This design comes from an exercise in tuning for small area, a short achievable clock period and few clock cycles per item on the open sky130 flow, not from production work.
The RTL was checked by simulation tests, not by an equivalence proof against the original design.
No activity file was given, so power comes from the tool's default toggle rates.

[flow/config.mk]
export PLATFORM = sky130hd
export DESIGN_NAME = bitwriter_unit
export DESIGN_NICKNAME = bitwriter_unit
export VERILOG_FILES = /design/flow/design.v
export SDC_FILE = /design/flow/constraint.sdc
export NUM_CORES = 4
export LEC_CHECK = 0
export CAP_MARGIN = 20
export CORE_MARGIN = 2
export CORE_UTILIZATION = 40
export SLEW_MARGIN = 20
[flow/constraint.sdc]
create_clock -name core_clock -period 5.0 [get_ports {clk}]
set_input_delay 1.0000 -clock core_clock [delete_from_list [all_inputs] [get_ports {clk}]]
set_output_delay 1.0000 -clock core_clock [all_outputs]
set_load 0.01 [all_outputs]
[flow/design.v]
module bitwriter_unit (
  input             clk,
  input             rst,
  input             cmd_valid,
  output            cmd_ready,
  input      [7:0]  cmd_op,
  input      [63:0] cmd_arg0,
  input      [31:0] cmd_arg1,
  output            m_valid,
  output     [7:0]  m_data,
  input             m_ready,
  input      [1:0]  m_resp,
  input      [63:0] m_pos,
  input      [63:0] m_len,
  input             m_seekable,
  output reg        m_close,
  output            l_valid,
  output     [7:0]  l_data,
  input             l_ready,
  input      [1:0]  l_resp,
  input      [63:0] l_pos,
  input      [63:0] l_len,
  input             l_seekable,
  output reg        l_close,
  output reg        rsp_valid,
  output reg [3:0]  rsp_status,
  output reg [63:0] rsp_res
);
  localparam ST_OK       = 4'd0;
  localparam ST_EOS      = 4'd1;
  localparam ST_INVALID  = 4'd3;
  localparam ST_ILLSTATE = 4'd4;
  localparam ST_IOERR    = 4'd6;
  localparam ST_ILLCMD   = 4'd7;
  localparam ST_NOTSUPP  = 4'd8;
  localparam FN_OPEN = 4'd0, FN_BIT = 4'd1, FN_BITS32 = 4'd2, FN_BITS64 = 4'd3, FN_REP = 4'd4,
             FN_GETPOS = 4'd5, FN_LEN = 4'd6, FN_FLUSH = 4'd7, FN_CLOSE = 4'd8;
  localparam S_IDLE = 2'd0;
  localparam S_EXEC = 2'd1;
  localparam S_BITS = 2'd2;
  localparam S_EMIT = 2'd3;
  reg        att_m, att_l;
  reg [7:0]  buf_m, buf_l;
  reg [3:0]  cur_m, cur_l;
  reg [1:0]  state;
  reg [7:0]  op;
  reg [63:0] arg0;
  reg [31:0] arg1;
  reg [31:0] cnt;         
  reg        rep;         
  reg        flushing;    
  reg        closing;
  wire        unit_l   = (op[7:4] == 4'h5);
  wire        unit_ok  = (op[7:4] == 4'h3) || unit_l;
  wire [3:0]  fn       = op[3:0];
  wire        op_ok    = unit_ok && (fn <= FN_CLOSE);
  wire        att      = unit_l ? att_l : att_m;
  wire [7:0]  bbuf     = unit_l ? buf_l : buf_m;
  wire [3:0]  cur      = unit_l ? cur_l : cur_m;
  wire [63:0] dev_pos  = unit_l ? l_pos : m_pos;
  wire [63:0] dev_len  = unit_l ? l_len : m_len;
  wire        dev_seek = unit_l ? l_seekable : m_seekable;
  wire        dev_rdy  = unit_l ? l_ready : m_ready;
  wire [1:0]  dev_resp = unit_l ? l_resp : m_resp;
  wire signed [31:0] n = arg1;
  wire       next_bit = rep ? arg0[0] : arg0[cnt - 32'd1];
  reg [7:0]  buf_next;
  always @* begin
    buf_next = bbuf;
    if (unit_l) buf_next[cur[2:0]]        = next_bit;
    else        buf_next[3'd7 - cur[2:0]] = next_bit;
  end
  assign cmd_ready = (state == S_IDLE);
  assign m_valid   = (state == S_EMIT) && !unit_l;
  assign l_valid   = (state == S_EMIT) && unit_l;
  assign m_data    = buf_m;
  assign l_data    = buf_l;
  task set_unit(input [7:0] b, input [3:0] c);
    begin
      if (unit_l) begin buf_l <= b; cur_l <= c; end
      else        begin buf_m <= b; cur_m <= c; end
    end
  endtask
  task finish(input [3:0] st);
    begin
      rsp_valid  <= 1'b1;
      rsp_status <= st;
      state      <= S_IDLE;
    end
  endtask
  task start_write(input [31:0] cnt_in, input rep_in);
    begin
      if (cnt_in == 32'd0) finish(ST_OK);
      else if (cur == 4'd8) finish(ST_ILLSTATE);
      else begin
        cnt   <= cnt_in;
        rep   <= rep_in;
        state <= S_BITS;
      end
    end
  endtask
  always @(posedge clk) begin
    if (rst) begin
      state     <= S_IDLE;
      rsp_valid <= 1'b0;
      m_close   <= 1'b0;
      l_close   <= 1'b0;
      att_m <= 1'b0; buf_m <= 8'd0; cur_m <= 4'd0;
      att_l <= 1'b0; buf_l <= 8'd0; cur_l <= 4'd0;
    end else begin
      rsp_valid <= 1'b0;
      m_close   <= 1'b0;
      l_close   <= 1'b0;
      case (state)
        S_IDLE: begin
          if (cmd_valid) begin
            op    <= cmd_op;
            arg0  <= cmd_arg0;
            arg1  <= cmd_arg1;
            state <= S_EXEC;
          end
        end
        S_EXEC: begin
          flushing <= 1'b0;
          closing  <= 1'b0;
          if (!op_ok) finish(ST_ILLCMD);
          else if (fn == FN_OPEN) begin
            if (unit_l) att_l <= 1'b1; else att_m <= 1'b1;
            set_unit(8'd0, 4'd0);
            finish(ST_OK);
          end else if (!att) finish(ST_ILLSTATE);
          else begin
            case (fn)
              FN_BIT: start_write(32'd1, 1'b1);
              FN_BITS32: begin
                if (n < 0 || n > 31) finish(ST_INVALID);
                else start_write(n, 1'b0);
              end
              FN_BITS64: begin
                if (n < 0 || n > 63) finish(ST_INVALID);
                else start_write(n, 1'b0);
              end
              FN_REP: begin
                if (n < 0) finish(ST_INVALID);
                else start_write(n, 1'b1);
              end
              FN_GETPOS, FN_LEN: begin
                if (!dev_seek) finish(ST_NOTSUPP);
                else begin
                  rsp_res <= {(fn == FN_GETPOS ? dev_pos[60:0] : dev_len[60:0]), 3'b000}
                             + {60'd0, cur};
                  finish(ST_OK);
                end
              end
              default: begin   
                if (cur != 4'd0) begin
                  flushing <= 1'b1;
                  closing  <= (fn == FN_CLOSE);
                  state    <= S_EMIT;
                end else begin
                  if (unit_l) att_l <= 1'b0; else att_m <= 1'b0;
                  if (fn == FN_CLOSE) begin
                    if (unit_l) l_close <= 1'b1; else m_close <= 1'b1;
                  end
                  finish(ST_OK);
                end
              end
            endcase
          end
        end
        S_BITS: begin
          set_unit(buf_next, cur + 4'd1);
          cnt <= cnt - 32'd1;
          if (cur == 4'd7) state <= S_EMIT;
          else if (cnt == 32'd1) finish(ST_OK);
        end
        S_EMIT: begin
          if (dev_rdy) begin
            if (dev_resp != 2'd0) begin
              finish(dev_resp[1] ? ST_IOERR : ST_EOS);
            end else begin
              set_unit(8'd0, 4'd0);
              if (flushing) begin
                if (unit_l) att_l <= 1'b0; else att_m <= 1'b0;
                if (closing) begin
                  if (unit_l) l_close <= 1'b1; else m_close <= 1'b1;
                end
                finish(ST_OK);
              end else if (cnt == 32'd0) finish(ST_OK);
              else state <= S_BITS;
            end
          end
        end
      endcase
    end
  end
endmodule
[flow/run.sh]
#!/bin/bash
# synth_recipe.tcl (not shown) runs the flow's synth.tcl, then flattens the netlist and writes it again
# the make line also repeats each setting of config.mk as NAME=value (left out here)
make -C /OpenROAD-flow-scripts/flow DESIGN_CONFIG=/design/flow/config.mk WORK_HOME=/design/flow/orfs CLKGATE_MAP_FILE= SYNTH_SCRIPT=/design/flow/synth_recipe.tcl finish
==> run notes <==
## sequential cells by signal (all words and copies together) (netlist names)
signal,flops
arg0,64
rsp_res,64
arg1,32
cnt,32
buf_l,8
buf_m,8
op,8
cur_l,4
cur_m,4
rsp_status,4
state,2
att_l,1
att_m,1
closing,1
flushing,1
l_close,1
m_close,1
rep,1
rsp_valid,1
## area by class of cell
class | instances | area (µm²)
clock inverters | 12 | 113
inverters | 21 | 78.8
multi-input cells | 806 | 6500
diodes | 6 | 15.0
flip-flops and latches | 238 | 6840
fillers | 2870 | 14200
well taps | 448 | 561
clock buffers | 37 | 743
repair buffers | 469 | 4670
## synthesized netlist by cell type, types with 21 or more instances
master	count	area share, %
nand2_1	107	2.9
xor2_1	28	1.8
dfxtp_1	31	4.5
mux4_2	49	8.0
o21ai_0	60	2.2
nor3_1	32	1.2
nand4_1	43	2.0
nor2_1	51	1.4
edfxtp_1	207	45
a21oi_1	31	1.1
xnor2_1	62	4.0
nand3_1	36	1.3
mux2i_1	68	5.0
nor4_1	24	1.1
inv_1	21	0.57
clkbuf_1	34	0.93
## through the flow
stage	area (µm²)	util, %	hold WS, ns	power, mW
after floorplan	13800	-	0.436	2.49
after global routing	19500	57.9	0.471	4.91
final	19500	57.9	0.454	4.74
after global placement	18600	55.3	0.442	2.86
after CTS	19500	57.9	0.456	4.79
after detailed placement	18600	55.3	0.448	2.87
## worst min-delay path, cell delays in order (launching register included)
cell     delay, ns
dfxtp_1       0.31
nand2_1       0.05
a21oi_1       0.05
## cell families (layout without fill, tap and decap cells)
| group | Yosys count | count (layout) | share of synthesized area, % |
|---|---|---|---|
| AND/OR/NAND/NOR | 400 | 400 | 15.7 |
| XOR/XNOR | 92 | 92 | 5.98 |
| adder cells (fa/ha/maj) | 16 | 16 | 1.46 |
| flip-flops | 238 | 238 | 49.8 |
| buffers and inverters | 90 | 539 | 3.46 |
| AO/OA/AOI/OAI | 162 | 162 | 7.37 |
| multiplexers | 136 | 136 | 16.2 |
| other | 0 | 6 | 0 |
## routing by layer
layer / up-vias / wire length (µm)
met5: - / 13
met4: 2 / 1570
met3: 78 / 3770
met2: 453 / 22100
met1: 5324 / 18800
li1: 5259 / -
## where the power goes
group	total, mW	internal (mW)	switching, mW	leakage, nW
combinational	0.601	0.365	0.236	4.23
clock	1.91	1.10	0.809	0.416
sequential	2.23	2.21	0.0194	2.15
## how the worst max path moves through the flow
stage | slack, ns | end | from | depth (start not counted)
after CTS | 0.91 | rsp_res[50] | op[1] | 9
after floorplan | 0.03 | cnt[0] | op[5] | 11
after global placement | 1.08 | rsp_res[19] | op[5] | 7
final | 0.87 | rsp_res[50] | op[1] | 9
after global routing | 0.58 | rsp_res[60] | op[1] | 9
after detailed placement | 0.94 | rsp_res[50] | op[1] | 9
## cells in the final DEF (no fill, tap or decap), drive strengths merged, types with 4 or more instances in the layout
cell type      netlist  layout
a21oi               31      31
a22o                10      10
a31oi                9       9
and2                11      11
and3                18      18
and4                 5       5
buf                 35      21
clkbuf              34      37
clkdlybuf4s50        0     448
clkinv               0       9
dfxtp               31      31
diode                0       6
edfxtp             207     207
ha                  16      16
inv                 21      22
mux2                 4       4
mux2i               68      68
mux4                64      64
nand2              108     108
nand2b               7       7
nand3               37      37
nand3b               7       7
nand4               44      44
nor2                51      51
nor2b               19      19
nor3                34      34
nor4                27      27
nor4b                4       4
o211ai               5       5
o21a                 4       4
o21ai               66      66
o31ai                4       4
or3                  4       4
or4                 11      11
xnor2               63      63
xor2                29      29
==> flow_summary.ini <==
[outcome]
outcome = no timing/DRC/antenna violations

[hold_path]
holdCritStartpoint = cur_l[2]
whs_endpoint = cur_l[2]
hp-class = reg -> reg
hold_depth = 2

[clocking]
root_buffer = clkbuf_16
post_cts_resize_count = 0
clock_latency_ns = 0.55
tritoncts = yes
cts_sinks = 238
cts_hold_buffers = 0
path_clk_slew_ns = 0.06
cts_max_path_buffers = 3
numCtsBuffers = 27
htree_levels = 1
cts_setup_buffers = 0

[floorplanning]
row_count = 67
core-area_um2 = 33700
die_h_um = 189
dieWidth_um = 189
die_area_um2 = 35800
start_util_pct = 40.8
io_pins = 461

[critical_path]
critPathRequiredTime_ns = 5.28
ff2ff_path_depth = 9
critPathKind = reg -> reg
r2r-end = rsp_res[50]
crit_buf_inv = 2
reg2reg_from = op[1]
crit_chain = nand4bb_4, buf_4, buf_4, mux4_1, and3_1, and3_1, nand4_1, nor4_1, xor2_1
crit_slowest_cell = buf_4
crit_path_start_kind = flip-flop
crit_path_end_kind = flip-flop
slowest_delay_ns = 0.63
crit_fanout = 43
r2r_setup_slack_ns = 0.87
cp_data_arrival_time_ns = 4.41
critPathTopFamily = simple AND/OR/NAND/NOR gates

[power_and_ir_drop]
cellPowerDensity_nw_per_um2 = 243
leakagePower_nw = 6.79
vdd_ir_drop_max_mv = 0.344

[synthesis]
async_flop_share_pct = 0
synth_fp_nets = 1521
synth_area_per_cell_um2 = 12.1
synth-seq-area-share_pct = 49.8
synth-edff-count = 207
ys.flop_type = edfxtp_1
ys_ff_latch = 238
yosys_warnings = 1
synth_cell_types = 81
synthesis.area_um2 = 13700
syn_inst = 1134

[routing]
antenna_left = 0
vias = 11116
drc = 0
drt_pass1_iterations = 5
wl_per_cell_um = 22.7
drt-total-wl_mm = 46.3
first_iter_violations = 727
vias_per_cell = 5.46

[global_route]
grt_pass1_wl_mm = 68.8
busiest_layer = met2
use_met3_pct = 6.17
grtUsageMet1_pct = 31.3
grt_usage_pct = 25.4
grt_max_degree = 61
antenna_found_initial = 7
grt_overflow = 0
use_met2_pct = 43.5
grt_pass1_vias = 11410

[sta]
relSlewSlack_pct = 42.2
setup_tns_ns = 0
setup_ws_ns = 0.870
period_share_pct = 82.6
rsz0062_at_grt = no
drv_slew = 0
max_freq_mhz = 242
tightest_slew_ns = 0.864
min_period_ns = 4.13
worst_clock_skew_ns = 0.0116
hold_viol = 0
setup_viol = 0

[placement]
pre_cts_slack_ns = 0.936
place.gp.congestion = 0.927
portBuffers = 448
dp_hpwl_mm = 36.2
place_inst = 1982

[finish]
layout-drive-gt1-share_pct = 8.65
area_growth_syn_to_layout_pct = 42.1
stdcell_count = 2037
layout.nets = 1950

[flow_run]
max_cap_viol_count = 0
Testbench counts, summed over its fixed seeds: cycles 59,705, items 4,000.

static timing again, ports no longer ideal:
No port has a modelled driver above. Below, the same layout with a new extraction and two added sets of constraints.
Step 1 assumes that a clkbuf_16 drives the clock port and a buf_2 every other input.
Step 2, shift: input delay + t, output delay - t, t = (earliest + latest rising clock arrival at the registers) / 2. This alone moves slack from input paths to output paths.
Three values: ideal ports, drivers, drivers and shift; two values: the first two.
shift t [ns]: 0.595
setup WS [ns]: 0.870 / 0.870 / 0.870
hold WS [ns]: 0.454 / 0.454 / 0.454
clock arrival spread, ns: 0.011 / 0.012
pins driven straight from the clock port: 1
After both steps setup and hold are still met in this run. For this run, drivers alone change the setup slack by 0.000 ns; drivers and shift together by 0.000 ns.
